Background: an optimization exercise with open tools, aiming at small area, a short achievable clock period and few clock cycles. Do not read the settings as production practice.
Where RTL was checked, it was by simulation tests only, not by an equivalence proof against the original.
Power is estimated from default activity; no workload was simulated.

==> nickel <==
Design lcde, start of the top module:
module lcde (
    input  wire        clk,
    input  wire        rst,           
    input  wire        csr_we,
    input  wire [3:0]  csr_addr,
    input  wire [31:0] csr_wdata,
    output reg  [31:0] csr_rdata,
    output wire [2:0]  status,        
    output reg         pt_req,
    output reg  [16:0] pt_addr,
    input  wire        pt_ack,
    input  wire [31:0] pt_rdata,
    output reg         snk_valid,
    output reg  [1:0]  snk_cmd,
    output reg         cb_req,
    input  wire        cb_ack,
    input  wire [31:0] cb_count,
    output reg         diag
);
clock: 10.0 ns
lec_check: 0
cap_margin: 20
core_margin: 2
core_utilization: 40
setup_slack_margin: 4
slew_margin: 20
run.sh (not shown) runs the stock make flow with config.mk's settings and CLKGATE_MAP_FILE= SYNTH_SCRIPT=/design/flow/synth_recipe.tcl, a recipe that flattens the netlist after the stock synthesis.
==> inputs of ember, as changes to nickel <==
--- a/flow/design.v
+++ b/flow/design.v
@@ -95,35 +95,20 @@
             4'd9:    csr_rdata = {16'd0, num_q};
             4'd10:   csr_rdata = events_q;
             4'd11:   csr_rdata = {16'd0, n_q};
             default: csr_rdata = 32'd0;
         endcase
     end
     wire start_wr = csr_we && (csr_addr == 4'd0) && csr_wdata[0] && (state_q != ST_BUSY);
     function automatic lt35(input [34:0] a, input [34:0] b, input strict);
-        reg [34:0] x, y, g, t, gn, tn;
-        integer i, d;
+        reg [36:0] s;
         begin
-            x = {~a[34], a[33:0]};
-            y = {~b[34], b[33:0]};
-            g = y & ~x;
-            t = y | ~x;
-            for (d = 1; d < 35; d = d * 2) begin
-                gn = g;
-                tn = t;
-                for (i = 0; i < 35; i = i + 1)
-                    if ((i / d) % 2 == 1) begin
-                        gn[i] = g[i] | (t[i] & g[(i / d) * d - 1]);
-                        tn[i] = t[i] & t[(i / d) * d - 1];
-                    end
-                g = gn;
-                t = tn;
-            end
-            lt35 = g[34] | (t[34] & !strict);
+            s = {a[34], a, strict} + {~b[34], ~b, strict};
+            lt35 = s[36];
         end
     endfunction
     wire g_lt_s  = lt35({3'd0, g_q}, {3'd0, short_q}, 1'b1);             
     wire g_cmp_l = lt35({3'd0, g_q}, {3'd0, long_q},  !is_pwm);          
     wire g_cmp_r = lt35({3'd0, g_q}, {3'd0, reset_q}, is_ppm);           
     wire g_gt_r  = !g_cmp_r;
     wire        pcm_ld = is_pcm && pfv_q;
     wire [31:0] hw    = is_pwmp ? tol_q :
==> flow/flow/run.sh (new file) <==
#!/bin/bash
# The standard layout (standard synthesis, floorplan, power grid, placement, CTS,
# routing), with one change: the buffer placed on every input and output port
# is a sky130_fd_sc_hd__buf_2 instead of the default delay buffer.
set -euo pipefail
bash standard.sh BUFFER_PORTS_ARGS="-buffer_cell sky130_fd_sc_hd__buf_2" finish > standard_flow.log 2>&1
==> flow/standard.sh (new file) <==
#!/bin/bash
# synth_recipe.tcl (not shown) runs the flow's synth.tcl, then flattens the netlist and writes it again
# the make line also repeats each setting of config.mk as NAME=value (left out here)
make -C /OpenROAD-flow-scripts/flow DESIGN_CONFIG=/design/flow/config.mk WORK_HOME=/design/flow/orfs CLKGATE_MAP_FILE= SYNTH_SCRIPT=/design/flow/synth_recipe.tcl "${@:-finish}"
==> flow/config.mk (replaced) <==
export PLATFORM = sky130hd
export DESIGN_NAME = lcde
export DESIGN_NICKNAME = lcde
export VERILOG_FILES = /design/flow/design.v
export SDC_FILE = /design/flow/constraint.sdc
export NUM_CORES = 4
export LEC_CHECK = 0
export CAP_MARGIN = 5
export CORE_MARGIN = 2
export CORE_UTILIZATION = 40
export SETUP_SLACK_MARGIN = 4
export SLEW_MARGIN = 5
removed: flow/run.sh
==> inputs of juniper, as changes to nickel <==
--- a/flow/design.v
+++ b/flow/design.v
@@ -70,17 +70,16 @@
     reg        pfv_q;         
     reg        pf_ws, pf_wl, pf_wy, pf_les, pf_lts, pf_ltl, pf_bad;
     reg [31:0] p_q, g_q;
     reg        sbd_q;
     reg        row0ne_q;
     reg [33:0] u_q;           
     reg [34:0] qm_q;          
     reg [32:0] rm_q;          
-    reg        rraw_q;
     reg        bad_q, gov_q, fl_q;
     reg        is_pcm, is_ppm, is_pwm, is_pwmp, is_pwmt, is_manz;
     wire       cben    = mode_q[3];
     wire       verb    = mode_q[4];
     reg        ne_q, nl_q;    
     assign status = {abort_q, state_q};
     always @(*) begin
         case (csr_addr)
@@ -95,35 +94,20 @@
             4'd9:    csr_rdata = {16'd0, num_q};
             4'd10:   csr_rdata = events_q;
             4'd11:   csr_rdata = {16'd0, n_q};
             default: csr_rdata = 32'd0;
         endcase
     end
     wire start_wr = csr_we && (csr_addr == 4'd0) && csr_wdata[0] && (state_q != ST_BUSY);
     function automatic lt35(input [34:0] a, input [34:0] b, input strict);
-        reg [34:0] x, y, g, t, gn, tn;
-        integer i, d;
+        reg [36:0] s;
         begin
-            x = {~a[34], a[33:0]};
-            y = {~b[34], b[33:0]};
-            g = y & ~x;
-            t = y | ~x;
-            for (d = 1; d < 35; d = d * 2) begin
-                gn = g;
-                tn = t;
-                for (i = 0; i < 35; i = i + 1)
-                    if ((i / d) % 2 == 1) begin
-                        gn[i] = g[i] | (t[i] & g[(i / d) * d - 1]);
-                        tn[i] = t[i] & t[(i / d) * d - 1];
-                    end
-                g = gn;
-                t = tn;
-            end
-            lt35 = g[34] | (t[34] & !strict);
+            s = {a[34], a, strict} + {~b[34], ~b, strict};
+            lt35 = s[36];
         end
     endfunction
     wire g_lt_s  = lt35({3'd0, g_q}, {3'd0, short_q}, 1'b1);             
     wire g_cmp_l = lt35({3'd0, g_q}, {3'd0, long_q},  !is_pwm);          
     wire g_cmp_r = lt35({3'd0, g_q}, {3'd0, reset_q}, is_ppm);           
     wire g_gt_r  = !g_cmp_r;
     wire        pcm_ld = is_pcm && pfv_q;
     wire [31:0] hw    = is_pwmp ? tol_q :
@@ -150,74 +134,73 @@
     wire        p_lt_s = r_lt_s;
     wire        p_lt_l = r_lt_l;
     wire [1:0]  band   = pf_lts ? 2'd0 : pf_ltl ? 2'd1 : 2'd2;
     wire [33:0] k15    = {1'b0, q_w[32:0]};           
     wire [31:0] ub     = is_pcm ? short_q : ph_q ? g_q : p_q;
     wire [33:0] u_sub;
     wire        u_co;
     lcde_add #(.W(34)) u_us (.a(u_q), .b(~{2'b00, ub}), .cin(1'b1), .s(u_sub), .co(u_co));
-    wire        mz_hit = !u_co;                       
+    wire        mz_hit = u_sub[33];                   
     wire [33:0] ym_load = r_w[33:0];                  
     wire [34:0] pg_sum  = q_w;
     wire [34:0] qm_load;                              
-    wire        c3;
+    wire [32:0] rm_load;                              
+    wire        c3, c4;
     lcde_add #(.W(35)) u_ql (.a(pg_sum), .b({4'b1111, ~long_q[31:1]}), .cin(~long_q[0]), .s(qm_load), .co(c3));
+    lcde_add #(.W(33)) u_rl (.a({1'b0, reset_q}), .b(~{1'b0, long_q}), .cin(1'b1), .s(rm_load), .co(c4));
     wire        bad_load = (short_q != long_q) && !(s_lt_q && r_lt_s);
     wire [33:0] ym_sub = u_sub;
     wire [34:0] qm_sub;
     wire [32:0] rm_sub;
     wire        c5, c6;
     lcde_add #(.W(35)) u_qs (.a(qm_q), .b(~{3'b000, long_q}), .cin(1'b1), .s(qm_sub), .co(c5));
     lcde_add #(.W(33)) u_rs (.a(rm_q), .b(~{1'b0, long_q}), .cin(1'b1), .s(rm_sub), .co(c6));
     wire        e_b1   = !u_q[33];
     wire [31:0] ev_sum;
     wire        c7;
     lcde_add #(.W(32)) u_ev (.a(events_q), .b(cb_count), .cin(1'b0), .s(ev_sum), .co(c7));
     wire        e_qp   = !qm_q[34];
-    wire        rneg   = rraw_q ? !c6 : rm_q[32];          
-    wire        e_b0   = e_qp && !rneg;
+    wire        e_b0   = e_qp && !rm_q[32];
     wire [15:0] n_inc   = n_q + 16'd1;
     wire        n_end   = ne_q;
     wire        n_last  = nl_q;
     wire        n_last2 = ((n_q + 16'd2) == num_q);
     wire        run_ok   = (cs_q == C_RUN) && !n_end;
     wire        p_run    = run_ok && pfv_q && (is_pcm ? gv_q : !ph_q);
     wire        g_run    = run_ok && gv_q && (is_pcm ? pfv_q :  ph_q);
     wire [16:0] addr_inc  = pt_addr + (is_ppm ? 17'd2 : 17'd1);
-    wire        more_cur  = lt35({19'd0, pt_addr[16:1]},  {19'd0, num_q}, 1'b1);
-    wire        more_inc  = lt35({19'd0, addr_inc[16:1]}, {19'd0, num_q}, 1'b1);
+    wire        more_cur  = (pt_addr[16:1]  < num_q);
+    wire        more_inc  = (addr_inc[16:1] < num_q);
     reg  [1:0]  state_d;
     reg         abort_d;
     reg  [31:0] events_d;
     reg  [15:0] n_d;
     reg  [2:0]  cs_d;
     reg         ph_d, pv_d, gv_d, sbd_d, row0ne_d;
     reg  [33:0] u_d;
     reg  [34:0] qm_d;
     reg  [32:0] rm_d;
-    reg         rraw_d;
     reg         bad_d, gov_d, fl_d;
     reg         snk_valid_d, diag_d, cb_req_d, pt_req_d;
     reg  [1:0]  snk_cmd_d;
     reg  [16:0] pt_addr_d;
     reg         p_use, g_use, acc, fetch_on;
     reg         fcond, last, n_step;
     task automatic emit(input [1:0] cmd);
         begin
             snk_valid_d = 1'b1;
             snk_cmd_d   = cmd;
         end
     endtask
     task automatic pcm_load;
         begin
             u_d   = ym_load;
             qm_d  = qm_load;
-            rm_d  = {1'b0, reset_q};
-            rraw_d = 1'b1;
+            rm_d  = rm_load;
             bad_d = pf_bad;
             gov_d = g_gt_r;
             fl_d  = 1'b1;
             p_use = 1'b1;
             g_use = 1'b1;
             cs_d  = C_EMIT;
         end
     endtask
@@ -248,17 +231,16 @@
         n_d       = n_q;
         cs_d      = cs_q;
         ph_d      = ph_q;
         sbd_d     = sbd_q;
         row0ne_d  = row0ne_q;
         u_d       = u_q;
         qm_d      = qm_q;
         rm_d      = rm_q;
-        rraw_d    = rraw_q;
         bad_d     = bad_q;
         gov_d     = gov_q;
         fl_d      = fl_q;
         snk_valid_d = 1'b0;
         snk_cmd_d   = snk_cmd;
         diag_d      = 1'b0;
         cb_req_d    = 1'b0;
         p_use       = 1'b0;
@@ -361,29 +343,22 @@
                     end
                 end
             end
             C_EMIT: begin
                 if (e_b1) begin
                     emit(CMD_B1);
                     u_d = ym_sub;
                     if (e_qp) qm_d = qm_sub;
-                    if (rraw_q) begin
-                        rm_d   = rm_sub;
-                        rraw_d = 1'b0;
-                    end
-                    last = !u_co && !(e_qp && c5 && !rneg) && !bad_q && !fcond;
-                end else if (e_b0 && rraw_q) begin
-                    rm_d   = rm_sub;
-                    rraw_d = 1'b0;
+                    last = ym_sub[33] && !(e_qp && !qm_sub[34] && !rm_q[32]) && !bad_q && !fcond;
                 end else if (e_b0) begin
                     emit(CMD_B0);
                     qm_d = qm_sub;
                     rm_d = rm_sub;
-                    last = !(c5 && c6) && !bad_q && !fcond;
+                    last = !(!qm_sub[34] && !rm_sub[32]) && !bad_q && !fcond;
                 end else if (bad_q) begin
                     emit(CMD_CLR);
                     bad_d = 1'b0;
                     last  = 1'b1;
                 end else if (fcond && row0ne_q) begin
                     fl_d = 1'b0;
                     flush;
                     last = !cben;
@@ -461,17 +436,16 @@
             nl_q <= n_last2;
         end
         snk_cmd  <= snk_cmd_d;
         sbd_q    <= sbd_d;
         row0ne_q <= row0ne_d;
         u_q      <= u_d;
         qm_q     <= qm_d;
         rm_q     <= rm_d;
-        rraw_q   <= rraw_d;
         bad_q    <= bad_d;
         gov_q    <= gov_d;
         fl_q     <= fl_d;
         if (!pfv_q) begin
             pf_ws  <= win_s;
             pf_wl  <= win_l;
             pf_wy  <= win_y;
             pf_les <= p_le_s;
==> flow/config.mk (replaced) <==
export PLATFORM = sky130hd
export DESIGN_NAME = lcde
export DESIGN_NICKNAME = lcde
export VERILOG_FILES = /design/flow/design.v
export SDC_FILE = /design/flow/constraint.sdc
export NUM_CORES = 4
export LEC_CHECK = 0
export CAP_MARGIN = 20
export CORE_MARGIN = 2
export CORE_UTILIZATION = 60
export SETUP_SLACK_MARGIN = 4
export SLEW_MARGIN = 20
==> inputs of harbor, as changes to nickel <==
--- a/flow/design.v
+++ b/flow/design.v
@@ -70,22 +70,25 @@
     reg        pfv_q;         
     reg        pf_ws, pf_wl, pf_wy, pf_les, pf_lts, pf_ltl, pf_bad;
     reg [31:0] p_q, g_q;
     reg        sbd_q;
     reg        row0ne_q;
     reg [33:0] u_q;           
     reg [34:0] qm_q;          
     reg [32:0] rm_q;          
-    reg        rraw_q;
     reg        bad_q, gov_q, fl_q;
-    reg        is_pcm, is_ppm, is_pwm, is_pwmp, is_pwmt, is_manz;
+    wire [2:0] scheme  = mode_q[2:0];
     wire       cben    = mode_q[3];
     wire       verb    = mode_q[4];
-    reg        ne_q, nl_q;    
+    wire       is_pcm  = (scheme == SCH_PCM);
+    wire       is_ppm  = (scheme == SCH_PPM);
+    wire       is_pwm  = (scheme == SCH_PWM);
+    wire       is_pwmp = (scheme == SCH_PWMP);
+    wire       is_manz = (scheme == SCH_MANZ);
     assign status = {abort_q, state_q};
     always @(*) begin
         case (csr_addr)
             4'd1:    csr_rdata = {29'd0, abort_q, state_q};
             4'd2:    csr_rdata = {27'd0, mode_q};
             4'd3:    csr_rdata = short_q;
             4'd4:    csr_rdata = long_q;
             4'd5:    csr_rdata = reset_q;
@@ -95,35 +98,20 @@
             4'd9:    csr_rdata = {16'd0, num_q};
             4'd10:   csr_rdata = events_q;
             4'd11:   csr_rdata = {16'd0, n_q};
             default: csr_rdata = 32'd0;
         endcase
     end
     wire start_wr = csr_we && (csr_addr == 4'd0) && csr_wdata[0] && (state_q != ST_BUSY);
     function automatic lt35(input [34:0] a, input [34:0] b, input strict);
-        reg [34:0] x, y, g, t, gn, tn;
-        integer i, d;
+        reg [36:0] s;
         begin
-            x = {~a[34], a[33:0]};
-            y = {~b[34], b[33:0]};
-            g = y & ~x;
-            t = y | ~x;
-            for (d = 1; d < 35; d = d * 2) begin
-                gn = g;
-                tn = t;
-                for (i = 0; i < 35; i = i + 1)
-                    if ((i / d) % 2 == 1) begin
-                        gn[i] = g[i] | (t[i] & g[(i / d) * d - 1]);
-                        tn[i] = t[i] & t[(i / d) * d - 1];
-                    end
-                g = gn;
-                t = tn;
-            end
-            lt35 = g[34] | (t[34] & !strict);
+            s = {a[34], a, strict} + {~b[34], ~b, strict};
+            lt35 = s[36];
         end
     endfunction
     wire g_lt_s  = lt35({3'd0, g_q}, {3'd0, short_q}, 1'b1);             
     wire g_cmp_l = lt35({3'd0, g_q}, {3'd0, long_q},  !is_pwm);          
     wire g_cmp_r = lt35({3'd0, g_q}, {3'd0, reset_q}, is_ppm);           
     wire g_gt_r  = !g_cmp_r;
     wire        pcm_ld = is_pcm && pfv_q;
     wire [31:0] hw    = is_pwmp ? tol_q :
@@ -150,86 +138,83 @@
     wire        p_lt_s = r_lt_s;
     wire        p_lt_l = r_lt_l;
     wire [1:0]  band   = pf_lts ? 2'd0 : pf_ltl ? 2'd1 : 2'd2;
     wire [33:0] k15    = {1'b0, q_w[32:0]};           
     wire [31:0] ub     = is_pcm ? short_q : ph_q ? g_q : p_q;
     wire [33:0] u_sub;
     wire        u_co;
     lcde_add #(.W(34)) u_us (.a(u_q), .b(~{2'b00, ub}), .cin(1'b1), .s(u_sub), .co(u_co));
-    wire        mz_hit = !u_co;                       
+    wire        mz_hit = u_sub[33];                   
     wire [33:0] ym_load = r_w[33:0];                  
     wire [34:0] pg_sum  = q_w;
     wire [34:0] qm_load;                              
-    wire        c3;
+    wire [32:0] rm_load;                              
+    wire        c3, c4;
     lcde_add #(.W(35)) u_ql (.a(pg_sum), .b({4'b1111, ~long_q[31:1]}), .cin(~long_q[0]), .s(qm_load), .co(c3));
+    lcde_add #(.W(33)) u_rl (.a({1'b0, reset_q}), .b(~{1'b0, long_q}), .cin(1'b1), .s(rm_load), .co(c4));
     wire        bad_load = (short_q != long_q) && !(s_lt_q && r_lt_s);
     wire [33:0] ym_sub = u_sub;
     wire [34:0] qm_sub;
     wire [32:0] rm_sub;
     wire        c5, c6;
     lcde_add #(.W(35)) u_qs (.a(qm_q), .b(~{3'b000, long_q}), .cin(1'b1), .s(qm_sub), .co(c5));
     lcde_add #(.W(33)) u_rs (.a(rm_q), .b(~{1'b0, long_q}), .cin(1'b1), .s(rm_sub), .co(c6));
     wire        e_b1   = !u_q[33];
     wire [31:0] ev_sum;
     wire        c7;
     lcde_add #(.W(32)) u_ev (.a(events_q), .b(cb_count), .cin(1'b0), .s(ev_sum), .co(c7));
     wire        e_qp   = !qm_q[34];
-    wire        rneg   = rraw_q ? !c6 : rm_q[32];          
-    wire        e_b0   = e_qp && !rneg;
+    wire        e_b0   = e_qp && !rm_q[32];
     wire [15:0] n_inc   = n_q + 16'd1;
-    wire        n_end   = ne_q;
-    wire        n_last  = nl_q;
-    wire        n_last2 = ((n_q + 16'd2) == num_q);
+    wire        n_end   = (n_q == num_q);
+    wire        n_last  = (n_inc == num_q);
     wire        run_ok   = (cs_q == C_RUN) && !n_end;
     wire        p_run    = run_ok && pfv_q && (is_pcm ? gv_q : !ph_q);
     wire        g_run    = run_ok && gv_q && (is_pcm ? pfv_q :  ph_q);
     wire [16:0] addr_inc  = pt_addr + (is_ppm ? 17'd2 : 17'd1);
-    wire        more_cur  = lt35({19'd0, pt_addr[16:1]},  {19'd0, num_q}, 1'b1);
-    wire        more_inc  = lt35({19'd0, addr_inc[16:1]}, {19'd0, num_q}, 1'b1);
+    wire        more_cur  = (pt_addr[16:1]  < num_q);
+    wire        more_inc  = (addr_inc[16:1] < num_q);
     reg  [1:0]  state_d;
     reg         abort_d;
     reg  [31:0] events_d;
     reg  [15:0] n_d;
     reg  [2:0]  cs_d;
     reg         ph_d, pv_d, gv_d, sbd_d, row0ne_d;
     reg  [33:0] u_d;
     reg  [34:0] qm_d;
     reg  [32:0] rm_d;
-    reg         rraw_d;
     reg         bad_d, gov_d, fl_d;
     reg         snk_valid_d, diag_d, cb_req_d, pt_req_d;
     reg  [1:0]  snk_cmd_d;
     reg  [16:0] pt_addr_d;
     reg         p_use, g_use, acc, fetch_on;
-    reg         fcond, last, n_step;
+    reg         fcond, last;
     task automatic emit(input [1:0] cmd);
         begin
             snk_valid_d = 1'b1;
             snk_cmd_d   = cmd;
         end
     endtask
     task automatic pcm_load;
         begin
             u_d   = ym_load;
             qm_d  = qm_load;
-            rm_d  = {1'b0, reset_q};
-            rraw_d = 1'b1;
+            rm_d  = rm_load;
             bad_d = pf_bad;
             gov_d = g_gt_r;
             fl_d  = 1'b1;
             p_use = 1'b1;
             g_use = 1'b1;
             cs_d  = C_EMIT;
         end
     endtask
     task automatic pcm_finish;
         begin
             n_d = n_inc;
-            n_step = 1'b1;
             if (!n_last && pfv_q && gv_q) pcm_load;
             else                         cs_d = C_RUN;
         end
     endtask
     task automatic flush;
         begin
             if (cben) begin
                 cb_req_d = 1'b1;
@@ -248,29 +233,27 @@
         n_d       = n_q;
         cs_d      = cs_q;
         ph_d      = ph_q;
         sbd_d     = sbd_q;
         row0ne_d  = row0ne_q;
         u_d       = u_q;
         qm_d      = qm_q;
         rm_d      = rm_q;
-        rraw_d    = rraw_q;
         bad_d     = bad_q;
         gov_d     = gov_q;
         fl_d      = fl_q;
         snk_valid_d = 1'b0;
         snk_cmd_d   = snk_cmd;
         diag_d      = 1'b0;
         cb_req_d    = 1'b0;
         p_use       = 1'b0;
         g_use       = 1'b0;
         fcond       = fl_q && (gov_q || n_last);
         last        = 1'b0;
-        n_step      = 1'b0;
         case (cs_q)
             C_IDLE: begin
                 if (start_wr) begin
                     state_d  = ST_BUSY;
                     abort_d  = 1'b0;
                     events_d = 32'd0;
                     n_d      = 16'd0;
                     sbd_d    = 1'b0;
@@ -289,32 +272,32 @@
                     state_d = ST_DONE;
                     cs_d    = C_IDLE;
                 end else if (is_pcm) begin
                     if (pfv_q && gv_q) pcm_load;
                 end else if (!ph_q) begin
                     if (pfv_q) begin
                         p_use = 1'b1;
                         ph_d  = 1'b1;
-                        case (1'b1)
-                            is_pwm: begin
+                        case (scheme)
+                            SCH_PWM: begin
                                 if (arg_q == 2'd1 && !sbd_q) sbd_d = 1'b1;
                                 else if (pf_les)             emit(CMD_B1);
                                 else                         emit(CMD_B0);
                             end
-                            is_pwmp: begin
+                            SCH_PWMP: begin
                                 if (pf_ws)      emit(CMD_B1);
                                 else if (pf_wl) emit(CMD_B0);
                                 else if (pf_wy) emit(CMD_ROW);
                                 else begin
                                     emit(CMD_CLR);
                                     cs_d = C_ABORT;
                                 end
                             end
-                            is_pwmt: begin
+                            SCH_PWMT: begin
                                 if (band == arg_q)      emit(CMD_ROW);
                                 else if (band == 2'd0)  emit(CMD_B0);
                                 else if (band == 2'd2)  emit(CMD_B1);
                                 else if (arg_q == 2'd0) emit(CMD_B0);
                                 else                    emit(CMD_B1);
                             end
                             default: begin  
                                 if (mz_hit) begin
@@ -326,34 +309,33 @@
                             end
                         endcase
                     end
                 end else begin
                     if (gv_q) begin
                         g_use = 1'b1;
                         ph_d  = is_ppm;
                         n_d   = n_inc;
-                        n_step = 1'b1;
-                        case (1'b1)
-                            is_ppm: begin
+                        case (scheme)
+                            SCH_PPM: begin
                                 if (g_lt_s)       emit(CMD_B0);
                                 else if (g_cmp_l) emit(CMD_B1);
                                 else if (g_cmp_r) emit(CMD_ROW);
                                 else              flush;
                             end
-                            is_pwm: begin
+                            SCH_PWM: begin
                                 if (g_gt_r) begin
                                     sbd_d = 1'b0;
                                     flush;
                                 end else if (!g_cmp_l) begin
                                     sbd_d = 1'b0;
                                     emit(CMD_ROW);
                                 end
                             end
-                            is_manz: begin
+                            SCH_MANZ: begin
                                 u_d = k15;
                                 if (g_gt_r)      flush;
                                 else if (mz_hit) emit(CMD_B1);
                                 else             u_d = u_sub;
                             end
                             default: begin  
                                 if (g_gt_r) flush;
                             end
@@ -361,29 +343,22 @@
                     end
                 end
             end
             C_EMIT: begin
                 if (e_b1) begin
                     emit(CMD_B1);
                     u_d = ym_sub;
                     if (e_qp) qm_d = qm_sub;
-                    if (rraw_q) begin
-                        rm_d   = rm_sub;
-                        rraw_d = 1'b0;
-                    end
-                    last = !u_co && !(e_qp && c5 && !rneg) && !bad_q && !fcond;
-                end else if (e_b0 && rraw_q) begin
-                    rm_d   = rm_sub;
-                    rraw_d = 1'b0;
+                    last = ym_sub[33] && !(e_qp && !qm_sub[34] && !rm_q[32]) && !bad_q && !fcond;
                 end else if (e_b0) begin
                     emit(CMD_B0);
                     qm_d = qm_sub;
                     rm_d = rm_sub;
-                    last = !(c5 && c6) && !bad_q && !fcond;
+                    last = !(!qm_sub[34] && !rm_sub[32]) && !bad_q && !fcond;
                 end else if (bad_q) begin
                     emit(CMD_CLR);
                     bad_d = 1'b0;
                     last  = 1'b1;
                 end else if (fcond && row0ne_q) begin
                     fl_d = 1'b0;
                     flush;
                     last = !cben;
@@ -424,54 +399,38 @@
             gv_d      = 1'b0;
             pt_addr_d = {16'd0, is_ppm};
             pt_req_d  = start_wr && (num_q != 16'd0);
         end
     end
     always @(posedge clk) begin
         if (csr_we) begin
             case (csr_addr)
-                4'd2: begin
-                    mode_q  <= csr_wdata[4:0];
-                    is_pcm  <= (csr_wdata[2:0] == SCH_PCM);
-                    is_ppm  <= (csr_wdata[2:0] == SCH_PPM);
-                    is_pwm  <= (csr_wdata[2:0] == SCH_PWM);
-                    is_pwmp <= (csr_wdata[2:0] == SCH_PWMP);
-                    is_pwmt <= (csr_wdata[2:0] == SCH_PWMT);
-                    is_manz <= (csr_wdata[2:0] == SCH_MANZ);
-                end
+                4'd2: mode_q  <= csr_wdata[4:0];
                 4'd3: short_q <= csr_wdata;
                 4'd4: long_q  <= csr_wdata;
                 4'd5: reset_q <= csr_wdata;
                 4'd6: arg_q   <= csr_wdata[1:0];
                 4'd7: tol_q   <= csr_wdata;
                 4'd8: syncw_q <= csr_wdata;
                 4'd9: num_q   <= csr_wdata[15:0];
                 default: ;
             endcase
         end
         if (acc) begin
             if (pt_addr[0]) g_q <= pt_rdata;
             else            p_q <= pt_rdata;
         end
         pt_addr  <= pt_addr_d;
-        if (cs_q == C_IDLE) begin
-            ne_q <= (num_q == 16'd0);
-            nl_q <= (num_q == 16'd1);
-        end else if (n_step) begin
-            ne_q <= nl_q;
-            nl_q <= n_last2;
-        end
         snk_cmd  <= snk_cmd_d;
         sbd_q    <= sbd_d;
         row0ne_q <= row0ne_d;
         u_q      <= u_d;
         qm_q     <= qm_d;
         rm_q     <= rm_d;
-        rraw_q   <= rraw_d;
         bad_q    <= bad_d;
         gov_q    <= gov_d;
         fl_q     <= fl_d;
         if (!pfv_q) begin
             pf_ws  <= win_s;
             pf_wl  <= win_l;
             pf_wy  <= win_y;
             pf_les <= p_le_s;
==> flow/config.mk (replaced) <==
export PLATFORM = sky130hd
export DESIGN_NAME = lcde
export DESIGN_NICKNAME = lcde
export VERILOG_FILES = /design/flow/design.v
export SDC_FILE = /design/flow/constraint.sdc
export NUM_CORES = 4
export LEC_CHECK = 0
export CAP_MARGIN = 20
export CORE_MARGIN = 2
export CORE_UTILIZATION = 40
export SETUP_SLACK_MARGIN = 5
export SLEW_MARGIN = 20
==> run_results.csv <==
group,metric,value,unit
status,status,"complete, no violations",
worst_setup_path,ff2ff_path_depth,33,
min_path,min_to,"pfv_q$_SDFF_PP0_",
worst_setup_path,cp.required,10.41,ns
floorplanning,die_area,102000,um2
worst_setup_path,crit_end,"qm_q[32]$_DFFE_PP_",
run,drv_cap,0,
worst_setup_path,end_kind,"flip-flop",
pwr,pwr.group.clock,2.20,mW
-- figures above: harbor

==> run_results.csv <==
group,metric,value,unit
status,status,"complete, no violations",
worst_setup_path,ff2ff_path_depth,37,
pwr,pwr.group.clock,1.96,mW
run,drv_cap,0,
worst_setup_path,cp.required,10.39,ns
min_path,min_to,"events_q[31]$_SDFFE_PP0P_",
worst_setup_path,end_kind,"flip-flop",
worst_setup_path,crit_end,"pf_ws$_DFFE_PN_",
-- figures above: nickel

==> run_results.csv <==
group,metric,value,unit
status,status,"complete, no violations",
worst_setup_path,cp.required,8.00,ns
run,drv_cap,0,
worst_setup_path,crit_end,"csr_rdata[8]",
-- figures above: ember

==> run_results.csv <==
group,metric,value,unit
status,status,"failed layout checks",
run,drv_cap,1,
status,check.faults,"max-capacitance violations, max-slew violations",
sta,drv_slew,13,
-- figures above: juniper

Testbench counts of nickel, summed over its fixed seeds: cycles 32,668.
Testbench counts of ember, summed over its fixed seeds: cycles 32,668.
No functional check of the RTL was part of juniper and harbor.

port drivers added, routing unchanged:
How much do the figures lean on ideal ports? The routed layouts below were timed once more, with nothing changed but the port constraints. Step 1, drivers: a clkbuf_16 drives clk and a buf_2 each remaining input, both assumed. Step 2 times the ports against the registers' clock, not the clock port: input delays grow and output delays shrink by t, the midpoint of the rising clock arrivals with the driver on. Three values: ideal ports, drivers, drivers and shift; two values: the first two.
| run | t (ns) | setup WS [ns] | clock arrival spread, ns |
|---|---|---|---|
| nickel | 0.712 | 2.357 / 2.357 / 2.357 | 0.034 / 0.034 |
| ember | 0.704 | 4.068 / 4.050 / 4.050 | 0.027 / 0.027 |
| juniper | 0.699 | 4.022 / 3.997 / 3.997 | 0.029 / 0.029 |
| harbor | 0.734 | 3.804 / 3.804 / 3.804 | 0.026 / 0.027 |
For juniper, which loses most, drivers alone change the setup slack by -0.025 ns; drivers and shift together by -0.025 ns.
